Source: an optimization exercise on an open RTL-to-GDS flow (aim: small area). Production flows keep margins and buffers that such runs may drop. In this exercise RTL edits were held to simulation tests only and were not proved equivalent to the original. Power is estimated from default activity; no workload was simulated.

==> design/flow/design.v <==
module biquad_chain (
    input  wire        clk,
    input  wire        rst,
    input  wire        cfg_we,
    input  wire [3:0]  cfg_addr,
    input  wire [17:0] cfg_data,
    input  wire        in_valid,
    output wire        in_ready,
    input  wire [15:0] in_l,
    input  wire [15:0] in_r,
    output wire        out_valid,
    input  wire        out_ready,
    output wire [15:0] out_l,
    output wire [15:0] out_r
);
    reg  [5:0] ph;
    reg        active;       
    reg        fresh;        
    reg        ov;
    assign in_ready  = (ph == 6'd63) && (!ov || out_ready);
    assign out_valid = ov;
    wire accept = in_valid && in_ready;
    function [1:0] dig;
        input [5:0] p;
        begin
            if (p >= 6'd56)      dig = (p == 6'd56) ? 2'd0 : (p == 6'd57) ? 2'd1 : 2'd2;
            else if (p >= 6'd49) dig = 2'd0;
            else                 dig = (p - 6'd1) % 3;
        end
    endfunction
    reg  [1:0] di;           
    reg [17:0] cr [0:15];
    function [3:0] slot_of;
        input [3:0] a;
        case (a)
            4'd0: slot_of = 4'd0;   4'd1: slot_of = 4'd3;   4'd2: slot_of = 4'd9;
            4'd3: slot_of = 4'd6;   4'd4: slot_of = 4'd12;  4'd5: slot_of = 4'd1;
            4'd6: slot_of = 4'd4;   4'd7: slot_of = 4'd10;  4'd8: slot_of = 4'd7;
            4'd9: slot_of = 4'd13;  4'd10: slot_of = 4'd15; 4'd11: slot_of = 4'd2;
            4'd12: slot_of = 4'd11; 4'd13: slot_of = 4'd5;  4'd14: slot_of = 4'd14;
            default: slot_of = 4'd8;
        endcase
    endfunction
    wire [3:0] wpos = slot_of(cfg_addr) - ph[3:0] - 4'd1;
    wire [17:0] wdat  = cfg_data & {18{~rst}};
    wire [17:0] wdat1 = wdat | {3'd0, rst, 14'd0};
    genvar gp;
    generate
        for (gp = 0; gp < 16; gp = gp + 1) begin : g_ring
            wire wsel = rst || (cfg_we && wpos == gp);
            always @(posedge clk) begin
                if (wsel)
                    cr[gp] <= (gp == 0 || gp == 1 || gp == 15 || gp == 8) ? wdat1 : wdat;
                else
                    cr[gp] <= cr[(gp + 1) % 16];
            end
        end
    endgenerate
    wire [5:0] cdig = (di == 2'd0) ? cr[0][5:0] : (di == 2'd1) ? cr[15][11:6] : cr[14][17:12];
    wire       cdl  = (di == 2'd1) ? cr[15][5] : (di == 2'd2) ? cr[14][11] : 1'b0;
    reg [15:0] ya, yb, ol, orr;
    reg [16:0] v;
    reg [1:0] xs, ys;
    reg       sb;
    wire [5:0] pn = ph + 6'd1;
    always @(*) begin
        xs = 2'd0; ys = 2'd0; sb = 1'b0;
        if (pn >= 6'd1 && pn < 6'd16) begin             
            case ((pn - 6'd1) / 3)
                0, 1, 3: begin xs = 2'd1; ys = 2'd1; sb = 1'b1; end    
                default: begin ys = 2'd3; sb = 1'b1; end              
            endcase
        end else if (pn >= 6'd16 && pn < 6'd31) begin   
            case ((pn - 6'd16) / 3)
                0, 1, 3: begin xs = 2'd1; end                         
                default: begin ys = 2'd2; sb = 1'b1; end              
            endcase
        end else if (pn >= 6'd31 && pn < 6'd49) begin
            case ((pn - 6'd31) / 3)
                0, 1, 4: begin ys = 2'd3; end                         
                2, 5:    begin ys = 2'd1; sb = 1'b1; end              
                default: begin xs = 2'd2; ys = 2'd1; end              
            endcase
        end else begin
            xs = 2'd2; ys = 2'd1; sb = 1'b1;                          
        end
    end
    wire [16:0] xo = (xs == 2'd1) ? {ol[15], ol} : (xs == 2'd2) ? {yb[15], yb} : 17'd0;
    wire [16:0] yo = (ys == 2'd1) ? {orr[15], orr} : (ys == 2'd2) ? {yb[15], yb} :
                     (ys == 2'd3) ? {ya[15], ya} : 17'd0;
    wire [16:0] yx = yo ^ {17{sb}};
    wire [17:0] oc;
    wire [16:0] vn;
    assign oc[0] = sb;
    genvar gb;
    generate
        for (gb = 0; gb < 17; gb = gb + 1) begin : g_opadd
            assign vn[gb]   = xo[gb] ^ yx[gb] ^ oc[gb];
            assign oc[gb+1] = (xo[gb] & yx[gb]) | (xo[gb] & oc[gb]) | (yx[gb] & oc[gb]);
        end
    endgenerate
    reg  [29:0] acc;
    reg  [17:0] lo;
    reg  [34:0] z1f [0:2];
    reg  [33:0] z2f [0:2];
    wire [35:0] res = {acc[17:0], lo};        
    reg [2:0] ss, ssn;
    always @(*) begin
        ssn = 3'd0;
        if (dig(pn) == 2'd0) begin
            if (pn >= 6'd1 && pn < 6'd31) begin
                case ((pn - 6'd1) % 15 / 3)
                    0: ssn = 3'd1;
                    1: ssn = 3'd2;
                    3: ssn = 3'd4;
                    default: ssn = 3'd3;
                endcase
            end else if (pn >= 6'd31 && pn < 6'd49) begin
                case ((pn - 6'd31) / 3)
                    0: ssn = 3'd1;
                    1: ssn = 3'd2;
                    3, 4: ssn = 3'd4;
                    default: ssn = 3'd3;
                endcase
            end else begin
                ssn = 3'd4;
            end
            if (fresh && (ssn == 3'd1 || ssn == 3'd2)) ssn = 3'd4;
        end
    end
    wire [35:0] src = (ss == 3'd0) ? {{6{acc[29]}}, acc} :
                      (ss == 3'd1) ? {z1f[0][34], z1f[0]} :
                      (ss == 3'd2) ? {{2{z2f[0][33]}}, z2f[0]} :
                      (ss == 3'd3) ? res : 36'd8192;
    wire [35:0] sum;
    bq_mac u_mac (.src(src), .v(v), .d(cdig), .dl(cdl), .s(sum));
    wire        ovf = !(&acc[17:11] || !(|acc[17:11]));
    wire [15:0] ysat = ovf ? (acc[17] ? 16'h8000 : 16'h7fff) : {acc[11:0], lo[17:14]};
    wire [16:0] ic;
    wire [15:0] isum;
    assign ic[0] = 1'b0;
    generate
        for (gb = 0; gb < 16; gb = gb + 1) begin : g_inadd
            assign isum[gb]  = in_l[gb] ^ in_r[gb] ^ ic[gb];
            assign ic[gb+1]  = (in_l[gb] & in_r[gb]) | (in_l[gb] & ic[gb]) | (in_r[gb] & ic[gb]);
        end
    endgenerate
    wire [15:0] mid = {in_l[15] ^ in_r[15] ^ ic[16], isum[15:1]};
    assign out_l = ol;
    assign out_r = orr;
    always @(posedge clk) begin
        acc <= sum[35:6];
        lo  <= {sum[5:0], lo[17:6]};
        v   <= vn;
    end
    always @(posedge clk) begin
        if (rst) begin
            di     <= 2'd0;
            ss     <= 3'd4;
            ph     <= 6'd0;
            active <= 1'b0;
            fresh  <= 1'b1;
            ov     <= 1'b0;
        end else begin
            ph <= ph + 6'd1;
            di <= dig(pn);
            ss <= ssn;
            if (ov && out_ready)
                ov <= 1'b0;
            if (accept)
                active <= 1'b1;
            if (active && ph == 6'd59) begin
                active <= 1'b0;
                fresh  <= 1'b0;
                ov     <= 1'b1;
            end
        end
    end
    always @(posedge clk) begin
        if (accept) begin
            ol  <= mid;
            orr <= in_r;
        end
        if (active) begin
            case (ph)
                6'd4:  ya  <= ysat;             
                6'd19: yb  <= ysat;             
                6'd34: orr <= ysat;             
                6'd43: ol  <= ysat;             
                6'd59: orr <= ysat;             
                default: ;
            endcase
        end
    end
    wire push1 = active && (ph == 6'd10 || ph == 6'd25 || ph == 6'd40);
    wire push2 = active && (ph == 6'd16 || ph == 6'd31 || ph == 6'd49);
    always @(posedge clk) begin
        if (push1) begin
            z1f[0] <= z1f[1];
            z1f[1] <= z1f[2];
            z1f[2] <= res[34:0];
        end
        if (push2) begin
            z2f[0] <= z2f[1];
            z2f[1] <= z2f[2];
            z2f[2] <= res[33:0];
        end
    end
endmodule
module bq_mac (
    input  wire [35:0] src,
    input  wire [16:0] v,
    input  wire [5:0]  d,
    input  wire        dl,
    output wire [35:0] s
);
    wire bo1 = d[0] ^ dl;
    wire bt2 = (d[1] & ~d[0] & ~dl) | (~d[1] & d[0] & dl);
    wire p3 = ((bo1 & v[0]) ^ d[1]);
    wire p4 = (((bo1 & v[1]) | (bt2 & v[0])) ^ d[1]);
    wire p5 = (((bo1 & v[2]) | (bt2 & v[1])) ^ d[1]);
    wire p6 = (((bo1 & v[3]) | (bt2 & v[2])) ^ d[1]);
    wire p7 = (((bo1 & v[4]) | (bt2 & v[3])) ^ d[1]);
    wire p8 = (((bo1 & v[5]) | (bt2 & v[4])) ^ d[1]);
    wire p9 = (((bo1 & v[6]) | (bt2 & v[5])) ^ d[1]);
    wire p10 = (((bo1 & v[7]) | (bt2 & v[6])) ^ d[1]);
    wire p11 = (((bo1 & v[8]) | (bt2 & v[7])) ^ d[1]);
    wire p12 = (((bo1 & v[9]) | (bt2 & v[8])) ^ d[1]);
    wire p13 = (((bo1 & v[10]) | (bt2 & v[9])) ^ d[1]);
    wire p14 = (((bo1 & v[11]) | (bt2 & v[10])) ^ d[1]);
    wire p15 = (((bo1 & v[12]) | (bt2 & v[11])) ^ d[1]);
    wire p16 = (((bo1 & v[13]) | (bt2 & v[12])) ^ d[1]);
    wire p17 = (((bo1 & v[14]) | (bt2 & v[13])) ^ d[1]);
    wire p18 = (((bo1 & v[15]) | (bt2 & v[14])) ^ d[1]);
    wire p19 = (((bo1 & v[16]) | (bt2 & v[15])) ^ d[1]);
    wire p20 = ~(((bo1 & v[16]) | (bt2 & v[16])) ^ d[1]);
    wire bo21 = d[2] ^ d[1];
    wire bt22 = (d[3] & ~d[2] & ~d[1]) | (~d[3] & d[2] & d[1]);
    wire p23 = ((bo21 & v[0]) ^ d[3]);
    wire p24 = (((bo21 & v[1]) | (bt22 & v[0])) ^ d[3]);
    wire p25 = (((bo21 & v[2]) | (bt22 & v[1])) ^ d[3]);
    wire p26 = (((bo21 & v[3]) | (bt22 & v[2])) ^ d[3]);
    wire p27 = (((bo21 & v[4]) | (bt22 & v[3])) ^ d[3]);
    wire p28 = (((bo21 & v[5]) | (bt22 & v[4])) ^ d[3]);
    wire p29 = (((bo21 & v[6]) | (bt22 & v[5])) ^ d[3]);
    wire p30 = (((bo21 & v[7]) | (bt22 & v[6])) ^ d[3]);
    wire p31 = (((bo21 & v[8]) | (bt22 & v[7])) ^ d[3]);
    wire p32 = (((bo21 & v[9]) | (bt22 & v[8])) ^ d[3]);
    wire p33 = (((bo21 & v[10]) | (bt22 & v[9])) ^ d[3]);
    wire p34 = (((bo21 & v[11]) | (bt22 & v[10])) ^ d[3]);
    wire p35 = (((bo21 & v[12]) | (bt22 & v[11])) ^ d[3]);
    wire p36 = (((bo21 & v[13]) | (bt22 & v[12])) ^ d[3]);
    wire p37 = (((bo21 & v[14]) | (bt22 & v[13])) ^ d[3]);
    wire p38 = (((bo21 & v[15]) | (bt22 & v[14])) ^ d[3]);
    wire p39 = (((bo21 & v[16]) | (bt22 & v[15])) ^ d[3]);
    wire p40 = ~(((bo21 & v[16]) | (bt22 & v[16])) ^ d[3]);
    wire bo41 = d[4] ^ d[3];
    wire bt42 = (d[5] & ~d[4] & ~d[3]) | (~d[5] & d[4] & d[3]);
    wire p43 = ((bo41 & v[0]) ^ d[5]);
    wire p44 = (((bo41 & v[1]) | (bt42 & v[0])) ^ d[5]);
    wire p45 = (((bo41 & v[2]) | (bt42 & v[1])) ^ d[5]);
    wire p46 = (((bo41 & v[3]) | (bt42 & v[2])) ^ d[5]);
    wire p47 = (((bo41 & v[4]) | (bt42 & v[3])) ^ d[5]);
    wire p48 = (((bo41 & v[5]) | (bt42 & v[4])) ^ d[5]);
    wire p49 = (((bo41 & v[6]) | (bt42 & v[5])) ^ d[5]);
    wire p50 = (((bo41 & v[7]) | (bt42 & v[6])) ^ d[5]);
    wire p51 = (((bo41 & v[8]) | (bt42 & v[7])) ^ d[5]);
    wire p52 = (((bo41 & v[9]) | (bt42 & v[8])) ^ d[5]);
    wire p53 = (((bo41 & v[10]) | (bt42 & v[9])) ^ d[5]);
    wire p54 = (((bo41 & v[11]) | (bt42 & v[10])) ^ d[5]);
    wire p55 = (((bo41 & v[12]) | (bt42 & v[11])) ^ d[5]);
    wire p56 = (((bo41 & v[13]) | (bt42 & v[12])) ^ d[5]);
    wire p57 = (((bo41 & v[14]) | (bt42 & v[13])) ^ d[5]);
    wire p58 = (((bo41 & v[15]) | (bt42 & v[14])) ^ d[5]);
    wire p59 = (((bo41 & v[16]) | (bt42 & v[15])) ^ d[5]);
    wire p60 = ~(((bo41 & v[16]) | (bt42 & v[16])) ^ d[5]);
    wire s61 = src[4] ^ p7;
    wire c62 = src[4] & p7;
    wire s63 = src[5] ^ p8;
    wire c64 = src[5] & p8;
    wire s65 = src[6] ^ p9;
    wire c66 = src[6] & p9;
    wire s67 = src[7] ^ p10;
    wire c68 = src[7] & p10;
    wire s69 = src[8] ^ p11;
    wire c70 = src[8] & p11;
    wire s71 = src[9] ^ p12;
    wire c72 = src[9] & p12;
    wire s73 = src[10] ^ p13;
    wire c74 = src[10] & p13;
    wire s75 = src[11] ^ p14;
    wire c76 = src[11] & p14;
    wire s77 = src[12] ^ p15;
    wire c78 = src[12] & p15;
    wire s79 = src[13] ^ p16;
    wire c80 = src[13] & p16;
    wire s81 = src[14] ^ p17;
    wire c82 = src[14] & p17;
    wire s83 = src[15] ^ p18;
    wire c84 = src[15] & p18;
    wire s85 = src[16] ^ p19;
    wire c86 = src[16] & p19;
    wire s87 = src[17] ^ p20 ^ p38;
    wire c88 = (src[17] & p20) | (src[17] & p38) | (p20 & p38);
    wire s89 = src[18] ^ p39;
    wire c90 = src[18] & p39;
    wire s91 = src[2] ^ p5;
    wire c92 = src[2] & p5;
    wire s93 = src[3] ^ p6;
    wire c94 = src[3] & p6;
    wire s95 = p25 ^ p43 ^ d[5];
    wire c96 = (p25 & p43) | (p25 & d[5]) | (p43 & d[5]);
    wire s97 = p26 ^ p44 ^ s63;
    wire c98 = (p26 & p44) | (p26 & s63) | (p44 & s63);
    wire s99 = p27 ^ p45 ^ s65;
    wire c100 = (p27 & p45) | (p27 & s65) | (p45 & s65);
    wire s101 = p28 ^ p46 ^ s67;
    wire c102 = (p28 & p46) | (p28 & s67) | (p46 & s67);
    wire s103 = p29 ^ p47 ^ s69;
    wire c104 = (p29 & p47) | (p29 & s69) | (p47 & s69);
    wire s105 = p30 ^ p48 ^ s71;
    wire c106 = (p30 & p48) | (p30 & s71) | (p48 & s71);
    wire s107 = p31 ^ p49 ^ s73;
    wire c108 = (p31 & p49) | (p31 & s73) | (p49 & s73);
    wire s109 = p32 ^ p50 ^ s75;
    wire c110 = (p32 & p50) | (p32 & s75) | (p50 & s75);
    wire s111 = p33 ^ p51 ^ s77;
    wire c112 = (p33 & p51) | (p33 & s77) | (p51 & s77);
    wire s113 = p34 ^ p52 ^ s79;
    wire c114 = (p34 & p52) | (p34 & s79) | (p52 & s79);
    wire s115 = p35 ^ p53 ^ s81;
    wire c116 = (p35 & p53) | (p35 & s81) | (p53 & s81);
    wire s117 = p36 ^ p54 ^ s83;
    wire c118 = (p36 & p54) | (p36 & s83) | (p54 & s83);
    wire s119 = p37 ^ p55 ^ s85;
    wire c120 = (p37 & p55) | (p37 & s85) | (p55 & s85);
    wire s121 = p56 ^ s87 ^ c86;
    wire c122 = (p56 & s87) | (p56 & c86) | (s87 & c86);
    wire s123 = p57 ^ s89 ^ c88;
    wire c124 = (p57 & s89) | (p57 & c88) | (s89 & c88);
    wire s125 = src[19] ^ p40 ^ p58;
    wire c126 = (src[19] & p40) | (src[19] & p58) | (p40 & p58);
    wire s127 = src[20] ^ p59;
    wire c128 = src[20] & p59;
    wire s129 = src[0] ^ p3;
    wire c130 = src[0] & p3;
    wire s131 = src[1] ^ p4;
    wire c132 = src[1] & p4;
    wire s133 = p23 ^ d[3] ^ s91;
    wire c134 = (p23 & d[3]) | (p23 & s91) | (d[3] & s91);
    wire s135 = p24 ^ s93 ^ c92;
    wire c136 = (p24 & s93) | (p24 & c92) | (s93 & c92);
    wire s137 = s61 ^ s95 ^ c94;
    wire c138 = (s61 & s95) | (s61 & c94) | (s95 & c94);
    wire s139 = c62 ^ s97 ^ c96;
    wire c140 = (c62 & s97) | (c62 & c96) | (s97 & c96);
    wire s141 = c64 ^ s99 ^ c98;
    wire c142 = (c64 & s99) | (c64 & c98) | (s99 & c98);
    wire s143 = c66 ^ s101 ^ c100;
    wire c144 = (c66 & s101) | (c66 & c100) | (s101 & c100);
    wire s145 = c68 ^ s103 ^ c102;
    wire c146 = (c68 & s103) | (c68 & c102) | (s103 & c102);
    wire s147 = c70 ^ s105 ^ c104;
    wire c148 = (c70 & s105) | (c70 & c104) | (s105 & c104);
    wire s149 = c72 ^ s107 ^ c106;
    wire c150 = (c72 & s107) | (c72 & c106) | (s107 & c106);
    wire s151 = c74 ^ s109 ^ c108;
    wire c152 = (c74 & s109) | (c74 & c108) | (s109 & c108);
    wire s153 = c76 ^ s111 ^ c110;
    wire c154 = (c76 & s111) | (c76 & c110) | (s111 & c110);
    wire s155 = c78 ^ s113 ^ c112;
    wire c156 = (c78 & s113) | (c78 & c112) | (s113 & c112);
    wire s157 = c80 ^ s115 ^ c114;
    wire c158 = (c80 & s115) | (c80 & c114) | (s115 & c114);
    wire s159 = c82 ^ s117 ^ c116;
    wire c160 = (c82 & s117) | (c82 & c116) | (s117 & c116);
    wire s161 = c84 ^ s119 ^ c118;
    wire c162 = (c84 & s119) | (c84 & c118) | (s119 & c118);
    wire s163 = ~(s121 ^ c120);
    wire c164 = s121 | c120;
    wire s165 = ~(s123 ^ c122);
    wire c166 = s123 | c122;
    wire s167 = c90 ^ s125 ^ c124;
    wire c168 = (c90 & s125) | (c90 & c124) | (s125 & c124);
    wire s169 = ~(s127 ^ c126);
    wire c170 = s127 | c126;
    wire s171 = src[21] ^ p60 ^ c128;
    wire c172 = (src[21] & p60) | (src[21] & c128) | (p60 & c128);
    wire s173 = ~src[22];
    wire s174 = ~src[23];
    wire s175 = ~src[24];
    wire s176 = ~src[25];
    wire s177 = ~src[26];
    wire s178 = ~src[27];
    wire s179 = ~src[28];
    wire s180 = ~src[29];
    wire s181 = ~src[30];
    wire s182 = ~src[31];
    wire s183 = ~src[32];
    wire s184 = ~src[33];
    wire s185 = ~src[34];
    wire s186 = ~src[35];
    wire s187 = d[1] ^ s129;
    wire c188 = d[1] & s129;
    wire s189 = s131 ^ c130 ^ c188;
    wire c190 = (s131 & c130) | (s131 & c188) | (c130 & c188);
    wire s191 = s133 ^ c132 ^ c190;
    wire c192 = (s133 & c132) | (s133 & c190) | (c132 & c190);
    wire s193 = s135 ^ c134 ^ c192;
    wire c194 = (s135 & c134) | (s135 & c192) | (c134 & c192);
    wire s195 = s137 ^ c136 ^ c194;
    wire c196 = (s137 & c136) | (s137 & c194) | (c136 & c194);
    wire s197 = s139 ^ c138 ^ c196;
    wire c198 = (s139 & c138) | (s139 & c196) | (c138 & c196);
    wire s199 = s141 ^ c140 ^ c198;
    wire c200 = (s141 & c140) | (s141 & c198) | (c140 & c198);
    wire s201 = s143 ^ c142 ^ c200;
    wire c202 = (s143 & c142) | (s143 & c200) | (c142 & c200);
    wire s203 = s145 ^ c144 ^ c202;
    wire c204 = (s145 & c144) | (s145 & c202) | (c144 & c202);
    wire s205 = s147 ^ c146 ^ c204;
    wire c206 = (s147 & c146) | (s147 & c204) | (c146 & c204);
    wire s207 = s149 ^ c148 ^ c206;
    wire c208 = (s149 & c148) | (s149 & c206) | (c148 & c206);
    wire s209 = s151 ^ c150 ^ c208;
    wire c210 = (s151 & c150) | (s151 & c208) | (c150 & c208);
    wire s211 = s153 ^ c152 ^ c210;
    wire c212 = (s153 & c152) | (s153 & c210) | (c152 & c210);
    wire s213 = s155 ^ c154 ^ c212;
    wire c214 = (s155 & c154) | (s155 & c212) | (c154 & c212);
    wire s215 = s157 ^ c156 ^ c214;
    wire c216 = (s157 & c156) | (s157 & c214) | (c156 & c214);
    wire s217 = s159 ^ c158 ^ c216;
    wire c218 = (s159 & c158) | (s159 & c216) | (c158 & c216);
    wire s219 = s161 ^ c160 ^ c218;
    wire c220 = (s161 & c160) | (s161 & c218) | (c160 & c218);
    wire s221 = s163 ^ c162 ^ c220;
    wire c222 = (s163 & c162) | (s163 & c220) | (c162 & c220);
    wire s223 = s165 ^ c164 ^ c222;
    wire c224 = (s165 & c164) | (s165 & c222) | (c164 & c222);
    wire s225 = s167 ^ c166 ^ c224;
    wire c226 = (s167 & c166) | (s167 & c224) | (c166 & c224);
    wire s227 = s169 ^ c168 ^ c226;
    wire c228 = (s169 & c168) | (s169 & c226) | (c168 & c226);
    wire s229 = s171 ^ c170 ^ c228;
    wire c230 = (s171 & c170) | (s171 & c228) | (c170 & c228);
    wire s231 = s173 ^ c172 ^ c230;
    wire c232 = (s173 & c172) | (s173 & c230) | (c172 & c230);
    wire s233 = s174 ^ src[22] ^ c232;
    wire c234 = (s174 & src[22]) | (s174 & c232) | (src[22] & c232);
    wire s235 = s175 ^ src[23] ^ c234;
    wire c236 = (s175 & src[23]) | (s175 & c234) | (src[23] & c234);
    wire s237 = s176 ^ src[24] ^ c236;
    wire c238 = (s176 & src[24]) | (s176 & c236) | (src[24] & c236);
    wire s239 = s177 ^ src[25] ^ c238;
    wire c240 = (s177 & src[25]) | (s177 & c238) | (src[25] & c238);
    wire s241 = s178 ^ src[26] ^ c240;
    wire c242 = (s178 & src[26]) | (s178 & c240) | (src[26] & c240);
    wire s243 = s179 ^ src[27] ^ c242;
    wire c244 = (s179 & src[27]) | (s179 & c242) | (src[27] & c242);
    wire s245 = s180 ^ src[28] ^ c244;
    wire c246 = (s180 & src[28]) | (s180 & c244) | (src[28] & c244);
    wire s247 = s181 ^ src[29] ^ c246;
    wire c248 = (s181 & src[29]) | (s181 & c246) | (src[29] & c246);
    wire s249 = s182 ^ src[30] ^ c248;
    wire c250 = (s182 & src[30]) | (s182 & c248) | (src[30] & c248);
    wire s251 = s183 ^ src[31] ^ c250;
    wire c252 = (s183 & src[31]) | (s183 & c250) | (src[31] & c250);
    wire s253 = s184 ^ src[32] ^ c252;
    wire c254 = (s184 & src[32]) | (s184 & c252) | (src[32] & c252);
    wire s255 = s185 ^ src[33] ^ c254;
    wire c256 = (s185 & src[33]) | (s185 & c254) | (src[33] & c254);
    wire s257 = s186 ^ src[34] ^ c256;
    wire c258 = (s186 & src[34]) | (s186 & c256) | (src[34] & c256);
    assign s[0] = s187;
    assign s[1] = s189;
    assign s[2] = s191;
    assign s[3] = s193;
    assign s[4] = s195;
    assign s[5] = s197;
    assign s[6] = s199;
    assign s[7] = s201;
    assign s[8] = s203;
    assign s[9] = s205;
    assign s[10] = s207;
    assign s[11] = s209;
    assign s[12] = s211;
    assign s[13] = s213;
    assign s[14] = s215;
    assign s[15] = s217;
    assign s[16] = s219;
    assign s[17] = s221;
    assign s[18] = s223;
    assign s[19] = s225;
    assign s[20] = s227;
    assign s[21] = s229;
    assign s[22] = s231;
    assign s[23] = s233;
    assign s[24] = s235;
    assign s[25] = s237;
    assign s[26] = s239;
    assign s[27] = s241;
    assign s[28] = s243;
    assign s[29] = s245;
    assign s[30] = s247;
    assign s[31] = s249;
    assign s[32] = s251;
    assign s[33] = s253;
    assign s[34] = s255;
    assign s[35] = s257;
endmodule
==> design/flow/flow/run.sh <==
#!/bin/bash
# Standard layout, with the port buffers made of the smallest buffer cell
# (sky130_fd_sc_hd__buf_1) instead of the default clkdlybuf4s50_1.
set -euo pipefail
export BUFFER_PORTS_ARGS="-buffer_cell sky130_fd_sc_hd__buf_1"
bash standard.sh > standard.log 2>&1
==> design/flow/standard.sh <==
#!/bin/bash
# synth_recipe.tcl (not shown) runs the flow's synth.tcl, then flattens the netlist and writes it again
# the make line also repeats each setting of config.mk as NAME=value (left out here)
make -C /OpenROAD-flow-scripts/flow DESIGN_CONFIG=/design/flow/config.mk WORK_HOME=/design/flow/orfs CLKGATE_MAP_FILE= SYNTH_SCRIPT=/design/flow/synth_recipe.tcl "${@:-finish}"
==> design/flow/config.mk <==
export PLATFORM = sky130hd
export DESIGN_NAME = biquad_chain
export DESIGN_NICKNAME = biquad_chain
export VERILOG_FILES = /design/flow/design.v
export SDC_FILE = /design/flow/constraint.sdc
export NUM_CORES = 4
export LEC_CHECK = 0
export ABC_AREA = 1
export CAP_MARGIN = 20
export CORE_MARGIN = 2
export CORE_UTILIZATION = 50
export CTS_BUF_LIST = sky130_fd_sc_hd__clkbuf_16
export CTS_CLUSTER_DIAMETER = 100
export CTS_CLUSTER_SIZE = 25
export SLEW_MARGIN = 20
==> design/flow/constraint.sdc <==
create_clock -name core_clock -period 22.0 [get_ports {clk}]
set_input_delay 4.4000 -clock core_clock [delete_from_list [all_inputs] [get_ports {clk}]]
set_output_delay 4.4000 -clock core_clock [all_outputs]
set_load 0.01 [all_outputs]
==> flow_summary.ini, run 1 <==
[global_routing]
grt_pass1_wl_um = 107700
grt_usage_pct = 23.65
overflow = 0
grt_max_degree = 79
grt_antenna_before_repair = 0
grt_pass1_vias = 19310

[hold_path]
hold_path_depth = 0
min-delay-path-class = flop to flop
hold_start = lo[13]$_DFF_P_
holdPathEnd = lo[7]$_DFF_P_

[pwr]
switching_share_pct = 40.51
leakage_nw = 12.13
intPower_mw = 2.415
power-per-cell-area_mw_per_mm2 = 137.1
power.switching_mw = 1.644
comb_power_share_pct = 48.2
pwr-share-clk_pct = 15.0
pwr-share-seq_pct = 36.9
peakVddDrop_v = 0.0001411

[cells_and_area]
final_util_pct = 53.74
multi_input_area_mm2 = 0.01099
antenna_cells = 0
regArea_mm2 = 0.01516
fillCellCount = 5050
finalInstanceArea_mm2 = 0.02961
syn2layout_area_growth_pct = 6.284
layout.cells.non_filler = 3672
final_common_cell = nand2_1
final_cell_mix = nand2_1 (579), dfxtp_1 (399), o21ai_0 (334)
drive_above_1_share_pct = 5.609
final_nets = 3118

[setup_path]
r2r_slack_ns = 8.18
crit_path_end_kind = flop
worst-path-max-fanout = 20
path_class = flop to flop
timing.rr.start = di[1]$_SDFF_PP0_
r2r-end = acc[28]$_DFF_P_
cp.required_ns = 22.56
crit_top_cell = fa_1
start_kind = flop
reg2regPathDepth = 50
cp_slowest_stage_delay_ns = 0.53
arrival_ns = 14.38
cp_slowest_cell = dfxtp_1

[floorplan]
core_area_mm2 = 0.05509
io_pins = 93
die_w_um = 240.0
initial_core_util_pct = 50.56
die_h_um = 240.0
die_area_mm2 = 0.05761
rows = 86

[clock_network]
htreeDepth = 1
cts_buffers = 29
cts_tree = yes
post-cts-setup-buffer-count = 0
cts-root-buf = clkbuf_16
clock_latency_ns = 0.61
hold_buffers = 0
cts_resized = 0
clk_path_buf_depth = 3
clk_pin_slew_ns = 0.10
clkSinkCount = 638

[synthesis]
ys_types = 58
synth_edf_count = 239
async_flop_share_pct = 0
syn_avg_cell_area_um2 = 9.589
synthFlopType = dfxtp_1
synth-seq-cells = 638
syn_area_mm2 = 0.02786
syn-num-nets = 3112
synthCells = 2905
yosysSeqAreaShare_pct = 54.44
yosysWarnings = 4

[placed_design]
dpl.hpwl_um = 48380
place_inst = 3628
post_dp_cell_area_mm2 = 0.02877
portBuffers = 92
gp_congestion = 0.9148

[routing]
drc = 0
wirelength_um = 67300
via_count = 19790
via_per_inst = 5.388
routedWlPerCell_um = 18.33
ant_nets = 0
drt_iter0_markers = 1325
firstDrtPassIters = 5

[timing]
worstMarginPinSlew_ns = 1.077
layout_min_cycle_time_ns = 13.82
setup_tns_ns = 0
rsz0062_at_grt = no
clock_skew_ns = 0.01961
max_slew_margin_pct = 27.73
post-route-period-util_pct = 62.83
maxSlewViolCount = 0
hold_violations = 0
setup_viol = 0
hold-worst-slack_ns = 0.4150
clock.fmax_ghz = 0.07235

[status]
status = no timing/DRC/antenna violations

[flow_run]
cap_violations = 0
## flip-flops by register name, indices dropped and copies added, names as in the netlist, 2 cells and up
| signal | cells |
|---|---|
| z2f | 102 |
| ya | 16 |
| lo | 18 |
| di | 2 |
| ss | 3 |
| yb | 16 |
| orr | 16 |
| z1f | 105 |
| acc | 30 |
| ol | 16 |
| cr | 288 |
| v | 17 |
| ph | 6 |
## metrics by stage
stage               setup slack (ns)  power, mW
floorplan                      9.478      2.798
global placement               8.385      3.459
detailed placement             8.194      3.476
CTS                            8.070      4.103
global route                   7.312      4.437
finish                         8.178      4.059
## synthesized netlist by cell type, drive strengths merged (18+ instances only)
cell type	n	area, µm²
o22ai	66	412.9
ha	49	613.1
edfxtp	239	7177
o21ai	352	1795
nand4	34	225.2
fa	99	1982
clkbuf	115	431.7
a21oi	46	245.2
buf	23	135.1
nand2	609	2379
nor2	147	594.3
a22oi	18	135.1
xor2	61	553.0
dfxtp	399	7988
inv	311	1167
nand3	225	1174
## critical path: cells and delay by family, from the launching register on
| family | cells | cell delay (ns) |
|---|---|---|
| flops | 1 | 0.53 |
| buf+inv | 10 | 1.52 |
| compound gates | 3 | 0.74 |
| fa+ha+maj | 33 | 10.27 |
| xor+xnor | 1 | 0.23 |
| simple gates | 3 | 0.44 |
## how the worst max path moves through the flow
stage,from,to,slack (ns)
after global placement,di[1]$_SDFF_PP0_,acc[28]$_DFF_P_,8.38
after detailed placement,di[1]$_SDFF_PP0_,acc[28]$_DFF_P_,8.19
after floorplan,di[1]$_SDFF_PP0_,acc[28]$_DFF_P_,9.48
final,di[1]$_SDFF_PP0_,acc[28]$_DFF_P_,8.18
after CTS,di[1]$_SDFF_PP0_,acc[28]$_DFF_P_,8.07
after global routing,di[1]$_SDFF_PP0_,acc[28]$_DFF_P_,7.31
## power groups by stage
stage          combinational [mW]  clock, mW  sequential [mW]
2_1_floorplan                1.32          0             1.48
3_3_place_gp                 1.94          0             1.52
3_5_place_dp                 1.95          0             1.52
4_1_cts                      1.98      0.626             1.50
5_1_grt                      2.26      0.667             1.51
6_report                     1.95      0.608             1.50
## cells by family after synthesis
group	count (synthesis)	share of synthesized area, %
compound gates	538	10.91
xor+xnor	66	2.143
fa+ha+maj	148	9.316
buf+inv	456	6.320
flops	638	54.44
mux	15	0.5974
other cells	1	0.01346
simple gates	1043	16.26
## final cells by class
cell class | instances | share of cell area (%)
sequential | 638 | 51.22
multi-input combinational | 1811 | 37.11
inverter | 318 | 4.049
tap | 748 | 3.161
clock buffer | 29 | 2.451
timing repair buffer | 113 | 1.699
clock inverter | 15 | 0.3127
## metal layers
layer  vias up  global-route usage [%]  part of all wire, %
met5         -                       0                    0
li1       9656                       -                    -
met3        83                   2.227                  3.5
met4         0                   5.251                  2.0
met1      9675                   33.02                   46
met2       371                   40.09                   48
==> run 2: changes to the inputs <==
==> design/flow/run.sh (new file) <==
#!/bin/bash
# synth_recipe.tcl (not shown) runs the flow's synth.tcl, then flattens the netlist and writes it again
# the make line also repeats each setting of config.mk as NAME=value (left out here)
make -C /OpenROAD-flow-scripts/flow DESIGN_CONFIG=/design/flow/config.mk WORK_HOME=/design/flow/orfs CLKGATE_MAP_FILE= SYNTH_SCRIPT=/design/flow/synth_recipe.tcl finish
removed: design/flow/flow/run.sh
removed: design/flow/standard.sh
==> run 2 against run 1 <==
  * Sequential share of layout area shrank 1.2 points
  * Area after synthesis is the same
  * Via count grew 0.49%
  * Critical endpoint unchanged
  * Highest routed layer unchanged
==> flow_summary.ini, run 2 <==
[cells_and_area]
fillCellCount = 5018
syn2layout_area_growth_pct = 8.732
largest_register = cr
finalInstanceArea_mm2 = 0.03029
antenna_cells = 0
drive_above_1_share_pct = 5.694
final_common_cell = nand2_1
largest_reg_flops = 288
final_cell_mix = nand2_1 (580), dfxtp_1 (399), o21ai_0 (334)
top_regs = cr (288), z1f (105), z2f (102)
final_nets = 3125
layout.cells.non_filler = 3681

[setup_path]
crit_path_end_kind = flop
cpLargestDelayFamily = adder cells
cp.required_ns = 22.57
reg2regPathDepth = 48
cp_slowest_cell = o21ai_1
path_class = flop to flop
worst-path-buf-inv = 8
cp_slowest_stage_delay_ns = 0.81
start_kind = flop
r2r_slack_ns = 8.15
timing.rr.start = di[1]$_SDFF_PP0_
worst-path-max-fanout = 20
arrival_ns = 14.42
crit_top_cell = fa_1
r2r-end = acc[28]$_DFF_P_

[placed_design]
portBuffers = 92
place_inst = 3632
post_dp_cell_area_mm2 = 0.02938
gp_congestion = 0.9066
dpl.hpwl_um = 49680

[floorplan]
initial_core_util_pct = 50.56
die_area_mm2 = 0.05761
rows = 86
die_h_um = 240.0
core_area_mm2 = 0.05509
die_w_um = 240.0
io_pins = 93

[flow_run]
cap_violations = 0

[clock_network]
cts_tree = yes
cts_buffers = 30
post-cts-setup-buffer-count = 0
cts_resized = 0
clk_path_buf_depth = 3
hold_buffers = 0
clock_latency_ns = 0.62
clk_pin_slew_ns = 0.10
cts-root-buf = clkbuf_16
htreeDepth = 1
clkSinkCount = 638

[timing]
clock_skew_ns = 0.02157
worstMarginPinSlew_ns = 1.071
hold_violations = 0
post-route-period-util_pct = 62.96
setup_tns_ns = 0
layout_min_cycle_time_ns = 13.85
maxSlewViolCount = 0
clock.fmax_ghz = 0.07220
max_slew_margin_pct = 28.41
setup_viol = 0
rsz0062_at_grt = no

[synthesis]
synth_top_cell_by_area = dfxtp_1
synth_top_family_by_area = simple AND/OR/NAND/NOR gates
yosysWarnings = 4
synth_adder_area_share_pct = 9.316
synth_edf_count = 239
async_flop_share_pct = 0
synth-seq-cells = 638
synth-xor-area-share_pct = 2.143
synthTopCellsByCount = nand2_1 (582), dfxtp_1 (399), o21ai_0 (334)
ys_types = 58
synthCells = 2905
yosysSeqAreaShare_pct = 54.44
synthTopCellsByArea = dfxtp_1 (29%), edfxtp_1 (26%), nand2_1 (7.8%)
yosysMostFrequentCell = nand2_1
syn_avg_cell_area_um2 = 9.589
synth_top_cell_area_share_pct = 28.68
syn-num-nets = 3112
synthFlopType = dfxtp_1
synthSimpleGateAreaFrac_pct = 16.26
syn_area_mm2 = 0.02786
synthMuxAreaShare_pct = 0.5974
synth_compound_area_share_pct = 10.91

[global_routing]
grt_pass1_vias = 19320
grt_usage_pct = 24.26
overflow = 0
grt_max_degree = 83
grt_pass1_wl_um = 110200
grt_antenna_before_repair = 0

[routing]
wl_met2_um = 32980
wirelength_um = 69070
drt_iter0_markers = 1648
firstDrtPassIters = 6
topRoutingLayerUsed = met4
met3_length_um = 2636
ant_nets = 0
drc = 0
routedWlPerCell_um = 18.76
via_count = 19880
via_per_inst = 5.401
met1_length_um = 31970

[hold_path]
min-delay-path-class = flop to flop
holdPathEnd = lo[5]$_DFF_P_
hold_path_depth = 0
hold_start = lo[11]$_DFF_P_

[pwr]
power-per-cell-area_mw_per_mm2 = 135.7
peakVddDrop_v = 0.0001491
leakage_nw = 12.44

[status]
status = no timing/DRC/antenna violations
run 2: how the worst max path moves through the flow:
stage,from,endpoint,depth (start not counted)
2_1_floorplan,di[1]$_SDFF_PP0_,acc[28]$_DFF_P_,51
3_3_place_gp,di[1]$_SDFF_PP0_,acc[28]$_DFF_P_,48
3_5_place_dp,di[1]$_SDFF_PP0_,acc[28]$_DFF_P_,48
4_1_cts,di[1]$_SDFF_PP0_,acc[28]$_DFF_P_,48
5_1_grt,di[1]$_SDFF_PP0_,acc[28]$_DFF_P_,48
6_report,di[1]$_SDFF_PP0_,acc[28]$_DFF_P_,48
run 2: logic make-up (layout without fill, tap and decap cells):
family	Yosys count	in the layout
other cells	1	1
simple gates	1043	1043
fa+ha+maj	148	148
compound gates	538	538
flops	638	638
mux	15	15
buf+inv	456	484
xor+xnor	66	66
run 2: routing by layer:
layer,global-route usage (%),vias up
met5,0,-
met4,4.781,0
met3,2.250,83
met2,41.08,412
met1,34.14,9728
li1,-,9658
run 2: area by class of cell:
class	count	area (µm²)	area share (%)
Multi-Input combinational cell	1811	10980	36.24
Clock buffer	30	750.7	2.479
Inverter	318	1199	3.958
Timing Repair Buffer	119	1146	3.784
Sequential cell	638	15160	50.07
Clock inverter	17	115.1	0.3801
Tap cell	748	935.9	3.090
run 2: where the power goes:
group          total, mW  switching (mW)  internal, mW  leakage (nW)
logic               2.00            1.23         0.768          6.53
clock network      0.618           0.366         0.252         0.466
registers           1.49          0.0765          1.42          5.44
run 2: through the flow:
step	hold WS [ns]	total power, mW	util (%)	setup slack, ns
floorplan	0.3580	2.798	-	9.478
global placement	0.3860	3.491	53.30	8.501
detailed placement	0.3980	3.539	53.33	8.298
CTS	0.4132	4.154	54.90	8.220
global route	0.4290	4.489	54.98	7.399
finish	0.4108	4.109	54.98	8.149
==> run 3: changes to the inputs <==
--- a/design/flow/design.v
+++ b/design/flow/design.v
@@ -20,14 +20,6 @@
     assign in_ready  = (ph == 6'd63) && (!ov || out_ready);
     assign out_valid = ov;
     wire accept = in_valid && in_ready;
-    function [1:0] dig;
-        input [5:0] p;
-        begin
-            if (p >= 6'd56)      dig = (p == 6'd56) ? 2'd0 : (p == 6'd57) ? 2'd1 : 2'd2;
-            else if (p >= 6'd49) dig = 2'd0;
-            else                 dig = (p - 6'd1) % 3;
-        end
-    endfunction
     reg  [1:0] di;           
     reg [17:0] cr [0:15];
     function [3:0] slot_of;
@@ -60,42 +52,93 @@
     wire       cdl  = (di == 2'd1) ? cr[15][5] : (di == 2'd2) ? cr[14][11] : 1'b0;
     reg [15:0] ya, yb, ol, orr;
     reg [16:0] v;
-    reg [1:0] xs, ys;
-    reg       sb;
-    wire [5:0] pn = ph + 6'd1;
+    reg [10:0] ctl_n;
     always @(*) begin
-        xs = 2'd0; ys = 2'd0; sb = 1'b0;
-        if (pn >= 6'd1 && pn < 6'd16) begin             
-            case ((pn - 6'd1) / 3)
-                0, 1, 3: begin xs = 2'd1; ys = 2'd1; sb = 1'b1; end    
-                default: begin ys = 2'd3; sb = 1'b1; end              
-            endcase
-        end else if (pn >= 6'd16 && pn < 6'd31) begin   
-            case ((pn - 6'd16) / 3)
-                0, 1, 3: begin xs = 2'd1; end                         
-                default: begin ys = 2'd2; sb = 1'b1; end              
-            endcase
-        end else if (pn >= 6'd31 && pn < 6'd49) begin
-            case ((pn - 6'd31) / 3)
-                0, 1, 4: begin ys = 2'd3; end                         
-                2, 5:    begin ys = 2'd1; sb = 1'b1; end              
-                default: begin xs = 2'd2; ys = 2'd1; end              
-            endcase
-        end else begin
-            xs = 2'd2; ys = 2'd1; sb = 1'b1;                          
-        end
+        case (ph)
+            6'd0: ctl_n = 11'b01011100100;
+            6'd1: ctl_n = 11'b01011100001;
+            6'd2: ctl_n = 11'b01011100010;
+            6'd3: ctl_n = 11'b01011101000;
+            6'd4: ctl_n = 11'b01011100001;
+            6'd5: ctl_n = 11'b01011100010;
+            6'd6: ctl_n = 11'b00111001100;
+            6'd7: ctl_n = 11'b00111000001;
+            6'd8: ctl_n = 11'b00111000010;
+            6'd9: ctl_n = 11'b01011110000;
+            6'd10: ctl_n = 11'b01011100001;
+            6'd11: ctl_n = 11'b01011100010;
+            6'd12: ctl_n = 11'b00111001100;
+            6'd13: ctl_n = 11'b00111000001;
+            6'd14: ctl_n = 11'b00111000010;
+            6'd15: ctl_n = 11'b01010100100;
+            6'd16: ctl_n = 11'b01010100001;
+            6'd17: ctl_n = 11'b01010100010;
+            6'd18: ctl_n = 11'b01010101000;
+            6'd19: ctl_n = 11'b01010100001;
+            6'd20: ctl_n = 11'b01010100010;
+            6'd21: ctl_n = 11'b00101001100;
+            6'd22: ctl_n = 11'b00101000001;
+            6'd23: ctl_n = 11'b00101000010;
+            6'd24: ctl_n = 11'b01010110000;
+            6'd25: ctl_n = 11'b01010100001;
+            6'd26: ctl_n = 11'b01010100010;
+            6'd27: ctl_n = 11'b00101001100;
+            6'd28: ctl_n = 11'b00101000001;
+            6'd29: ctl_n = 11'b00101000010;
+            6'd30: ctl_n = 11'b00110000100;
+            6'd31: ctl_n = 11'b00110000001;
+            6'd32: ctl_n = 11'b00110000010;
+            6'd33: ctl_n = 11'b00110001000;
+            6'd34: ctl_n = 11'b00110000001;
+            6'd35: ctl_n = 11'b00110000010;
+            6'd36: ctl_n = 11'b00011001100;
+            6'd37: ctl_n = 11'b00011000001;
+            6'd38: ctl_n = 11'b00011000010;
+            6'd39: ctl_n = 11'b10010010000;
+            6'd40: ctl_n = 11'b10010000001;
+            6'd41: ctl_n = 11'b10010000010;
+            6'd42: ctl_n = 11'b00110010000;
+            6'd43: ctl_n = 11'b00110000001;
+            6'd44: ctl_n = 11'b00110000010;
+            6'd45: ctl_n = 11'b00011001100;
+            6'd46: ctl_n = 11'b00011000001;
+            6'd47: ctl_n = 11'b00011000010;
+            6'd48: ctl_n = 11'b10011010000;
+            6'd49: ctl_n = 11'b10011010000;
+            6'd50: ctl_n = 11'b10011010000;
+            6'd51: ctl_n = 11'b10011010000;
+            6'd52: ctl_n = 11'b10011010000;
+            6'd53: ctl_n = 11'b10011010000;
+            6'd54: ctl_n = 11'b10011010000;
+            6'd55: ctl_n = 11'b10011010000;
+            6'd56: ctl_n = 11'b10011000001;
+            6'd57: ctl_n = 11'b10011000010;
+            6'd58: ctl_n = 11'b10011000010;
+            6'd59: ctl_n = 11'b10011000010;
+            6'd60: ctl_n = 11'b10011000010;
+            6'd61: ctl_n = 11'b10011000010;
+            6'd62: ctl_n = 11'b10011000010;
+            6'd63: ctl_n = 11'b10011010000;
+            default: ctl_n = 11'd0;
+        endcase
     end
+    wire [1:0] xs = ctl_n[10:9];
+    wire [1:0] ys = ctl_n[8:7];
+    wire       sb = ctl_n[6];
+    wire       sh = ctl_n[5];
+    wire [2:0] ssn = (fresh && (ctl_n[4:2] == 3'd1 || ctl_n[4:2] == 3'd2)) ? 3'd4 : ctl_n[4:2];
     wire [16:0] xo = (xs == 2'd1) ? {ol[15], ol} : (xs == 2'd2) ? {yb[15], yb} : 17'd0;
     wire [16:0] yo = (ys == 2'd1) ? {orr[15], orr} : (ys == 2'd2) ? {yb[15], yb} :
                      (ys == 2'd3) ? {ya[15], ya} : 17'd0;
     wire [16:0] yx = yo ^ {17{sb}};
     wire [17:0] oc;
-    wire [16:0] vn;
+    wire [16:0] vs;
+    wire [16:0] vn = sh ? {vs[16], vs[16:1]} : vs;
     assign oc[0] = sb;
     genvar gb;
     generate
         for (gb = 0; gb < 17; gb = gb + 1) begin : g_opadd
-            assign vn[gb]   = xo[gb] ^ yx[gb] ^ oc[gb];
+            assign vs[gb]   = xo[gb] ^ yx[gb] ^ oc[gb];
             assign oc[gb+1] = (xo[gb] & yx[gb]) | (xo[gb] & oc[gb]) | (yx[gb] & oc[gb]);
         end
     endgenerate
@@ -104,30 +147,7 @@
     reg  [34:0] z1f [0:2];
     reg  [33:0] z2f [0:2];
     wire [35:0] res = {acc[17:0], lo};        
-    reg [2:0] ss, ssn;
-    always @(*) begin
-        ssn = 3'd0;
-        if (dig(pn) == 2'd0) begin
-            if (pn >= 6'd1 && pn < 6'd31) begin
-                case ((pn - 6'd1) % 15 / 3)
-                    0: ssn = 3'd1;
-                    1: ssn = 3'd2;
-                    3: ssn = 3'd4;
-                    default: ssn = 3'd3;
-                endcase
-            end else if (pn >= 6'd31 && pn < 6'd49) begin
-                case ((pn - 6'd31) / 3)
-                    0: ssn = 3'd1;
-                    1: ssn = 3'd2;
-                    3, 4: ssn = 3'd4;
-                    default: ssn = 3'd3;
-                endcase
-            end else begin
-                ssn = 3'd4;
-            end
-            if (fresh && (ssn == 3'd1 || ssn == 3'd2)) ssn = 3'd4;
-        end
-    end
+    reg [2:0] ss;
     wire [35:0] src = (ss == 3'd0) ? {{6{acc[29]}}, acc} :
                       (ss == 3'd1) ? {z1f[0][34], z1f[0]} :
                       (ss == 3'd2) ? {{2{z2f[0][33]}}, z2f[0]} :
@@ -136,16 +156,6 @@
     bq_mac u_mac (.src(src), .v(v), .d(cdig), .dl(cdl), .s(sum));
     wire        ovf = !(&acc[17:11] || !(|acc[17:11]));
     wire [15:0] ysat = ovf ? (acc[17] ? 16'h8000 : 16'h7fff) : {acc[11:0], lo[17:14]};
-    wire [16:0] ic;
-    wire [15:0] isum;
-    assign ic[0] = 1'b0;
-    generate
-        for (gb = 0; gb < 16; gb = gb + 1) begin : g_inadd
-            assign isum[gb]  = in_l[gb] ^ in_r[gb] ^ ic[gb];
-            assign ic[gb+1]  = (in_l[gb] & in_r[gb]) | (in_l[gb] & ic[gb]) | (in_r[gb] & ic[gb]);
-        end
-    endgenerate
-    wire [15:0] mid = {in_l[15] ^ in_r[15] ^ ic[16], isum[15:1]};
     assign out_l = ol;
     assign out_r = orr;
     always @(posedge clk) begin
@@ -163,7 +173,7 @@
             ov     <= 1'b0;
         end else begin
             ph <= ph + 6'd1;
-            di <= dig(pn);
+            di <= ctl_n[1:0];
             ss <= ssn;
             if (ov && out_ready)
                 ov <= 1'b0;
@@ -178,7 +188,7 @@
     end
     always @(posedge clk) begin
         if (accept) begin
-            ol  <= mid;
+            ol  <= in_l;
             orr <= in_r;
         end
         if (active) begin
==> design/flow/flow/run.sh (new file) <==
#!/bin/bash
# Standard layout, with the port buffers made of the smallest buffer cell
# (sky130_fd_sc_hd__buf_1) instead of the default clkdlybuf4s50_1.
set -euo pipefail
export BUFFER_PORTS_ARGS="-buffer_cell sky130_fd_sc_hd__buf_1"
bash standard.sh > standard.log 2>&1
==> design/flow/standard.sh (new file) <==
#!/bin/bash
# synth_recipe.tcl (not shown) runs the flow's synth.tcl, then flattens the netlist and writes it again
# the make line also repeats each setting of config.mk as NAME=value (left out here)
make -C /OpenROAD-flow-scripts/flow DESIGN_CONFIG=/design/flow/config.mk WORK_HOME=/design/flow/orfs CLKGATE_MAP_FILE= SYNTH_SCRIPT=/design/flow/synth_recipe.tcl "${@:-finish}"
removed: design/flow/run.sh
==> run 3 against run 2 <==
  * Final cell count rose by 1.4%
  * Clock-buffer cell count rose by 1
  * Sequential cell count rose by 10
  * Combinational power fell by 63%
  * Setup slack got worse by 0.47 ns
  * Worst hold slack improved by 0.010 ns
  * Critical path depth rose by 3
  * Sequential power barely moved
  * Clock skew rose by 0.0092 ns
  * Critical path type unchanged
  * Wire length rose by 5.4%
  * Non-clock buffer count rose by 7
  * Highest routed layer is now met5
==> flow_summary.ini, run 3 <==
[setup_path]
path_class = flop to flop
cp_slowest_stage_delay_ns = 0.74
r2r_slack_ns = 7.68
cp_slowest_cell = nor2_1
crit_path_end_kind = flop
start_kind = flop
arrival_ns = 14.87
crit_top_cell = fa_1
cpLargestDelayFamily = adder cells
worst-path-max-fanout = 26
reg2regPathDepth = 51
worst-path-buf-inv = 11
r2r-end = acc[28]$_DFF_P_
timing.rr.start = ss[0]$_SDFF_PP0_
cp.required_ns = 22.55

[timing]
rsz0062_at_grt = no
post-route-period-util_pct = 65.07
clock.fmax_ghz = 0.06985
setup_viol = 0
maxSlewViolCount = 0
max_slew_margin_pct = 27.71
layout_min_cycle_time_ns = 14.32
setup_tns_ns = 0
clock_skew_ns = 0.03079
hold-worst-slack_ns = 0.4213
worstMarginPinSlew_ns = 1.083
hold_violations = 0

[synthesis]
syn_area_mm2 = 0.02750
yosysMostFrequentCell = nand2_1
synthTopCellsByCount = nand2_1 (991), dfxtp_1 (409), nand3_1 (396)
synth_top_cell_area_share_pct = 29.78
syn-num-nets = 3188
syn_avg_cell_area_um2 = 9.141
synth-seq-cells = 648
async_flop_share_pct = 0
yosysSeqAreaShare_pct = 55.88
synthCells = 3008
ys_types = 45
synth_top_cell_by_area = dfxtp_1
yosysWarnings = 4
synth_edf_count = 239
synthFlopType = dfxtp_1
synthTopCellsByArea = dfxtp_1 (30%), edfxtp_1 (26%), nand2_1 (14%)

[floorplan]
rows = 85
initial_core_util_pct = 50.79
io_pins = 93
die_h_um = 238.5
core_area_mm2 = 0.05413
die_w_um = 238.5
die_area_mm2 = 0.05688

[global_routing]
grt_pass1_wl_um = 111200
grt_usage_pct = 25.39
grt_pass1_vias = 19190
overflow = 0
use_met2_pct = 42.89
busiest_layer = met2
grt_antenna_before_repair = 5
grt_use_met1_pct = 34.44
grt_max_degree = 128
use_met3_pct = 3.014

[pwr]
peakVddDrop_v = 0.00008010
power-per-cell-area_mw_per_mm2 = 96.88
leakage_nw = 12.92

[cells_and_area]
syn2layout_area_growth_pct = 6.261
largest_register = cr
drive_above_1_share_pct = 4.054
final_util_pct = 53.97
layout.cells.non_filler = 3731
largest_reg_flops = 288
final_cell_mix = nand2_1 (991), dfxtp_1 (409), nand3_1 (396)
final_common_cell = nand2_1
top_regs = cr (288), z1f (105), z2f (102)
final_nets = 3199

[routing]
via_per_inst = 5.372
drc = 0
wirelength_um = 72790
routedWlPerCell_um = 19.51
firstDrtPassIters = 6
via_count = 20040
drt_iter0_markers = 1731
ant_nets = 0

[placed_design]
place_inst = 3683
dpl.hpwl_um = 51610
gp_congestion = 0.9231
portBuffers = 92

[clock_network]
clk_path_buf_depth = 3
cts-root-buf = clkbuf_16
cts_tree = yes
htreeDepth = 1
post-cts-setup-buffer-count = 0
cts_buffers = 30
cts_resized = 0
hold_buffers = 0
clock_latency_ns = 0.63
clkSinkCount = 648
clk_pin_slew_ns = 0.11

[hold_path]
holdPathEnd = lo[3]$_DFF_P_
hold_path_depth = 0
min-delay-path-class = flop to flop
hold_start = lo[9]$_DFF_P_

[status]
status = no timing/DRC/antenna violations

[flow_run]
cap_violations = 0
-- run 3: stage by stage --
stage	setup WS (ns)	instance area (µm²)	power (mW)
6_report	7.684	29220	2.831
5_1_grt	6.969	29220	2.990
4_1_cts	7.774	29220	2.853
3_5_place_dp	7.797	28360	2.233
3_3_place_gp	8.092	28360	2.225
2_1_floorplan	9.303	27500	1.934
-- run 3: report_power, final --
group | switching [mW] | internal [mW] | total (mW)
clock | 0.372 | 0.257 | 0.629
combinational | 0.481 | 0.259 | 0.740
sequential | 0.0912 | 1.37 | 1.46
total | 0.944 | 1.89 | 2.83
-- run 3: cells by family (layout without fill, tap and decap cells) --
group,after synthesis,in the layout,share of synthesized area (%)
and+or+nand+nor,1533,1533,23.46
DFF,648,648,55.88
buffers and inverters,419,445,6.120
AOI/OAI and AO/OA,246,246,5.342
adders and majority gates,121,121,7.745
xor gates and xnor gates,39,39,1.379
muxes,2,2,0.07281
other,0,1,0
-- run 3: per-layer routing --
layer	up-vias	part of all wire (%)
li1	9778	-
met1	9630	43
met2	517	48
met3	115	5.1
met4	4	3.2
met5	-	0.037
-- run 3: final cells by class --
cell class	count	area, µm²
Clock inverter	16	82.58
Multi-Input combinational cell	1941	10490
Fill cell	4964	24920
Inverter	272	1031
Timing Repair Buffer	126	600.6
Sequential cell	648	15360
Antenna cell	1	2.502
Clock buffer	31	775.7
Tap cell	696	870.8
-- run 3: worst max-delay path by stage --
stage                                 from         endpoint  slack, ns  cells past startpoint
after floorplan           di[1]$_SDFF_PP0_  acc[28]$_DFF_P_       9.30                     52
after global placement    ss[0]$_SDFF_PP0_  acc[28]$_DFF_P_       8.09                     51
after detailed placement  ss[0]$_SDFF_PP0_  acc[28]$_DFF_P_       7.80                     51
after CTS                 ss[0]$_SDFF_PP0_  acc[28]$_DFF_P_       7.77                     51
after global routing      ss[0]$_SDFF_PP0_  acc[28]$_DFF_P_       6.97                     51
final                     ss[0]$_SDFF_PP0_  acc[28]$_DFF_P_       7.68                     51
-- run 3: worst register-to-register path: cells and delay by family (launching register included) --
kind / cells / cell delay, ns
fa+ha+maj: 36 / 11.14
simple gates: 3 / 1.20
buf+inv: 11 / 1.47
compound gates: 1 / 0.12
flops: 1 / 0.34
==> run 4: changes to the inputs <==
--- a/design/flow/config.mk
+++ b/design/flow/config.mk
@@ -8,7 +8,7 @@
 export ABC_AREA = 1
 export CAP_MARGIN = 20
 export CORE_MARGIN = 2
-export CORE_UTILIZATION = 50
+export CORE_UTILIZATION = 60
 export CTS_BUF_LIST = sky130_fd_sc_hd__clkbuf_16
 export CTS_CLUSTER_DIAMETER = 100
 export CTS_CLUSTER_SIZE = 25
==> run 4 against run 3 <==
  * Still clean on timing, DRC and antenna
  * Via count grew 0.81%
  * Die area shrank 16%
  * Sequential cell count did not move
  * Combinational power grew 2%
  * Design area decreased by 0.48%
  * Sequential power about the same
  * Worst hold slack got worse by 0.0065 ns
  * Register-to-register slack better by 0.54 ns
  * Clock power decreased by 3.8%
  * Area after synthesis stayed put
  * Synthesized cell count unchanged
  * Setup slack better by 0.54 ns
==> flow_summary.ini, run 4 <==
[clock_network]
cts_tree = yes
clkSinkCount = 648
clk_pin_slew_ns = 0.10
cts_resized = 0
clk_path_buf_depth = 3
hold_buffers = 0
cts_buffers = 29
clock_latency_ns = 0.63
post-cts-setup-buffer-count = 0
cts-root-buf = clkbuf_16
htreeDepth = 1

[hold_path]
hold_path_depth = 0
hold_start = z2f[1][9]$_DFFE_PP_
min-delay-path-class = flop to flop
holdPathEnd = z2f[0][9]$_DFFE_PP_

[setup_path]
crit_top_cell = fa_1
cp.required_ns = 22.56
worst-path-buf-inv = 10
crit_path_end_kind = flop
cp_slowest_stage_delay_ns = 0.63
arrival_ns = 14.34
path_class = flop to flop
cpLargestDelayFamily = adder cells
r2r-end = acc[28]$_DFF_P_
r2r_slack_ns = 8.22
cp_slowest_cell = nand2_1
reg2regPathDepth = 49
start_kind = flop
timing.rr.start = di[1]$_SDFF_PP0_
worst-path-max-fanout = 19

[global_routing]
grt_max_degree = 118
grt_pass1_wl_um = 108900
grt_usage_pct = 29.55
overflow = 0
grt_antenna_before_repair = 0
grt_pass1_vias = 19300

[routing]
drt_iter0_markers = 1861
firstDrtPassIters = 6
via_count = 20210
drc = 0
via_per_inst = 5.554
ant_nets = 0
wirelength_um = 70170
routedWlPerCell_um = 19.29

[cells_and_area]
largest_register = cr
regArea_mm2 = 0.01536
drive_above_1_share_pct = 4.049
final_nets = 3202
final_common_cell = nand2_1
syn2layout_area_growth_pct = 5.752
largest_reg_flops = 288
multi_input_area_mm2 = 0.01049
fillCellCount = 3823
antenna_cells = 0
final_cell_mix = nand2_1 (991), dfxtp_1 (409), nand3_1 (396)
top_regs = cr (288), z1f (105), z2f (102)

[timing]
max_slew_margin_pct = 29.11
layout_min_cycle_time_ns = 13.78
clock.fmax_ghz = 0.07258
setup_viol = 0
clock_skew_ns = 0.02212
hold_violations = 0
worstMarginPinSlew_ns = 1.062
setup_tns_ns = 0
maxSlewViolCount = 0
rsz0062_at_grt = no
post-route-period-util_pct = 62.62

[status]
status = no timing/DRC/antenna violations

[floorplan]
rows = 78
die_area_mm2 = 0.04756
core_area_mm2 = 0.04528
io_pins = 93
die_h_um = 218.1
die_w_um = 218.1
initial_core_util_pct = 60.72

[synthesis]
synth_top_cell_by_area = dfxtp_1
yosysMostFrequentCell = nand2_1
synthFlopType = dfxtp_1
syn-num-nets = 3188
synth_top_cell_area_share_pct = 29.78
synth-seq-cells = 648
syn_area_mm2 = 0.02750
syn_avg_cell_area_um2 = 9.141
yosysSeqAreaShare_pct = 55.88
yosysWarnings = 4
synthTopCellsByArea = dfxtp_1 (30%), edfxtp_1 (26%), nand2_1 (14%)
synthCells = 3008
synthTopCellsByCount = nand2_1 (991), dfxtp_1 (409), nand3_1 (396)
ys_types = 45
async_flop_share_pct = 0
synth_edf_count = 239

[placed_design]
portBuffers = 92
dpl.hpwl_um = 50110
gp_congestion = 0.9226

[flow_run]
cap_violations = 0

[pwr]
leakage_nw = 12.93
peakVddDrop_v = 0.00008822
power-per-cell-area_mw_per_mm2 = 96.69
fin_total_pwr_mw = 2.812
## run 4: worst max-delay path by stage
stage,from,end,slack (ns),depth (start not counted)
2_1_floorplan,di[1]$_SDFF_PP0_,acc[28]$_DFF_P_,9.30,52
3_3_place_gp,di[1]$_SDFF_PP0_,acc[28]$_DFF_P_,8.61,49
3_5_place_dp,di[1]$_SDFF_PP0_,acc[28]$_DFF_P_,8.37,49
4_1_cts,di[1]$_SDFF_PP0_,acc[28]$_DFF_P_,8.28,49
5_1_grt,di[1]$_SDFF_PP0_,acc[28]$_DFF_P_,7.54,49
6_report,di[1]$_SDFF_PP0_,acc[28]$_DFF_P_,8.22,49
## run 4: cell type report
cell class / count / share of cell area [%]
clock buffer: 29 / 2.496
inverter: 272 / 3.546
tap: 600 / 2.582
multi-input combinational: 1941 / 36.07
sequential: 648 / 52.84
timing repair buffer: 130 / 2.182
clock inverter: 18 / 0.2883
## run 4: layer usage
metal | up-vias | global-route usage (%) | wire length [µm]
li1 | 9771 | - | -
met1 | 9604 | 40.65 | 29840
met2 | 689 | 49.25 | 33780
met3 | 143 | 3.124 | 4025
met4 | 0 | 9.796 | 2531
met5 | - | 0 | 0
## run 4: power breakdown
part | total, mW | internal [mW] | switching, mW | leakage, nW
logic | 0.752 | 0.263 | 0.489 | 6.97
clock network | 0.605 | 0.242 | 0.363 | 0.457
registers | 1.45 | 1.37 | 0.0842 | 5.50
total | 2.81 | 1.88 | 0.936 | 12.9
## run 4: kinds of logic after synthesis
group / share of synthesized area [%]
flip-flops: 55.88
multiplexers: 0.07281
XOR/XNOR: 1.379
AO/OA/AOI/OAI: 5.342
AND/OR/NAND/NOR: 23.46
buffers and inverters: 6.120
adder cells (fa/ha/maj): 7.745
## run 4: stage by stage
stage	utilization (%)	hold WS, ns	worst slack [ns]	instance area (µm²)	cells
after detailed placement	62.42	0.4020	8.371	28260	3591
after global placement	62.42	0.4003	8.609	28260	3591
after global routing	64.21	0.4283	7.537	29080	3638
final	64.21	0.4147	8.223	29080	3638
after floorplan	-	0.3581	9.303	27500	3008
after CTS	64.20	0.4175	8.280	29070	3638
==> run 5: changes to the inputs <==
==> design/flow/run.sh (new file) <==
#!/bin/bash
# synth_recipe.tcl (not shown) runs the flow's synth.tcl, then flattens the netlist and writes it again
# the make line also repeats each setting of config.mk as NAME=value (left out here)
make -C /OpenROAD-flow-scripts/flow DESIGN_CONFIG=/design/flow/config.mk WORK_HOME=/design/flow/orfs CLKGATE_MAP_FILE= SYNTH_SCRIPT=/design/flow/synth_recipe.tcl finish
--- a/design/flow/config.mk
+++ b/design/flow/config.mk
@@ -8,7 +8,7 @@
 export ABC_AREA = 1
 export CAP_MARGIN = 20
 export CORE_MARGIN = 2
-export CORE_UTILIZATION = 60
+export CORE_UTILIZATION = 50
 export CTS_BUF_LIST = sky130_fd_sc_hd__clkbuf_16
 export CTS_CLUSTER_DIAMETER = 100
 export CTS_CLUSTER_SIZE = 25
removed: design/flow/flow/run.sh
removed: design/flow/standard.sh
==> run 5 against run 4 <==
  * Still clean
  * Sequential share of layout area fell by 1.2 points
  * Core utilization fell by 9.3 points
  * Worst hold slack got worse by 0.012 ns
  * Area after synthesis did not move
  * Design area rose by 2.2%
  * Clock power fell by 0.7%
  * Sequential power barely moved
  * Clock-buffer cell count did not move
  * Via count fell by 0.69%
  * Wire length rose by 4.4%
  * Largest cell class unchanged
  * Largest power group unchanged
==> flow_summary.ini, run 5 <==
[status]
status = no timing/DRC/antenna violations

[pwr]
power-per-cell-area_mw_per_mm2 = 95.46
leakage_nw = 13.14
peakVddDrop_v = 0.00004998

[cells_and_area]
final_nets = 3200
top_regs = cr (288), z1f (105), z2f (102)
final_util_pct = 54.91
syn2layout_area_growth_pct = 8.109
largest_reg_flops = 288
antenna_cells = 0
largest_register = cr
drive_above_1_share_pct = 3.991
final_cell_mix = nand2_1 (991), dfxtp_1 (409), nand3_1 (396)
final_common_cell = nand2_1
fillCellCount = 4916
layout.cells.non_filler = 3728

[clock_network]
clock_latency_ns = 0.62
cts_resized = 0
hold_buffers = 0
post-cts-setup-buffer-count = 0
htreeDepth = 1
cts_tree = yes
cts_buffers = 29
cts-root-buf = clkbuf_16
clk_pin_slew_ns = 0.11
clkSinkCount = 648
clk_path_buf_depth = 3

[setup_path]
arrival_ns = 15.29
reg2regPathDepth = 52
crit_path_end_kind = flop
r2r-end = acc[28]$_DFF_P_
path_class = flop to flop
cp.required_ns = 22.58
setup.worst_path.start = ss[0]$_SDFF_PP0_
worst-path-max-fanout = 30
cp_slowest_stage_delay_ns = 0.71
crit_top_cell = fa_1
worst-path-buf-inv = 12
cpLargestDelayFamily = adder cells
timing.rr.start = ss[0]$_SDFF_PP0_
critPathCapture = acc[28]$_DFF_P_
start_kind = flop
cp_slowest_cell = nor2_1
crit_cells = 52
r2r_slack_ns = 7.29

[synthesis]
ys_types = 45
yosysWarnings = 4
syn-num-nets = 3188
synthFlopType = dfxtp_1
synth_top_cell_by_area = dfxtp_1
synth_top_cell_area_share_pct = 29.78
synthTopCellsByCount = nand2_1 (991), dfxtp_1 (409), nand3_1 (396)
synth-seq-cells = 648
yosysMostFrequentCell = nand2_1
yosysSeqAreaShare_pct = 55.88
syn_area_mm2 = 0.02750
async_flop_share_pct = 0
syn_avg_cell_area_um2 = 9.141
synth_edf_count = 239
synthTopCellsByArea = dfxtp_1 (30%), edfxtp_1 (26%), nand2_1 (14%)
synthCells = 3008

[floorplan]
io_pins = 93
die_area_mm2 = 0.05688
core_area_mm2 = 0.05413
die_w_um = 238.5
initial_core_util_pct = 50.79
die_h_um = 238.5
rows = 85

[timing]
clock.fmax_ghz = 0.06796
max_slew_margin_pct = 24.73
maxSlewViolCount = 0
hold_violations = 0
post-route-period-util_pct = 66.89
rsz0062_at_grt = no
clock_skew_ns = 0.02311
setup_tns_ns = 0
worstMarginPinSlew_ns = 1.128
setup_viol = 0
layout_min_cycle_time_ns = 14.71

[routing]
wirelength_um = 73280
firstDrtPassIters = 6
drt_iter0_markers = 1692
via_per_inst = 5.383
routedWlPerCell_um = 19.66
via_count = 20070
ant_nets = 0
drc = 0

[flow_run]
cap_violations = 0

[global_routing]
grt_pass1_vias = 19190
grt_pass1_wl_um = 111700
grt_antenna_before_repair = 4
overflow = 0
grt_max_degree = 143
grt_usage_pct = 25.56

[placed_design]
dpl.hpwl_um = 51900
portBuffers = 92
place_inst = 3685
gp_congestion = 0.9168

[hold_path]
min-delay-path-class = flop to flop
-- run 5: worst min-delay path by stage --
stage                    from            end  slack (ns)  cells past startpoint
4_1_cts        lo[10]$_DFF_P_  lo[4]$_DFF_P_        0.41                      0
2_1_floorplan   lo[7]$_DFF_P_  lo[1]$_DFF_P_        0.36                      0
5_1_grt        lo[10]$_DFF_P_  lo[4]$_DFF_P_        0.41                      0
6_report       lo[10]$_DFF_P_  lo[4]$_DFF_P_        0.40                      0
3_5_place_dp   lo[10]$_DFF_P_  lo[4]$_DFF_P_        0.39                      0
3_3_place_gp   lo[10]$_DFF_P_  lo[4]$_DFF_P_        0.39                      0
-- run 5: cell families (layout without fill, tap and decap cells) --
kind of cell	count (synthesis)	count (layout)	share of synthesized area, %
compound gates	246	246	5.342
xor+xnor	39	39	1.379
fa+ha+maj	121	121	7.745
buf+inv	419	443	6.120
flops	648	648	55.88
mux	2	2	0.07281
simple gates	1533	1533	23.46
-- run 5: area by class of cell --
type,instances,area (µm²),share of cell area (%)
Tap cell,696,870.8,2.930
Timing Repair Buffer,128,1191,4.007
Sequential cell,648,15360,51.69
Multi-Input combinational cell,1941,10490,35.29
Clock inverter,14,52.55,0.1768
Inverter,272,1031,3.468
Clock buffer,29,725.7,2.441
-- run 5: per-layer routing --
metal,vias to the layer above,part of all wire (%),track usage [%]
li1,9755,-,-
met1,9667,44,34.61
met2,505,48,42.81
met3,138,4.1,2.621
met4,2,4.0,9.280
met5,-,0.018,0
-- run 5: through the flow --
step	hold slack (ns)	setup WS [ns]	power, mW	area, µm²
floorplan	0.3581	9.303	1.934	27500
global placement	0.3937	7.659	2.251	28950
detailed placement	0.3915	7.414	2.269	28950
CTS	0.4061	7.361	2.859	29730
global route	0.4082	6.434	2.998	29730
finish	0.4031	7.285	2.838	29730
-- run 5: report_power, final --
part,internal (mW),leakage (nW),switching [mW]
Combinational,0.279,7.21,0.501
Sequential,1.37,5.50,0.0853
Clock,0.239,0.431,0.362
Total,1.89,13.1,0.949
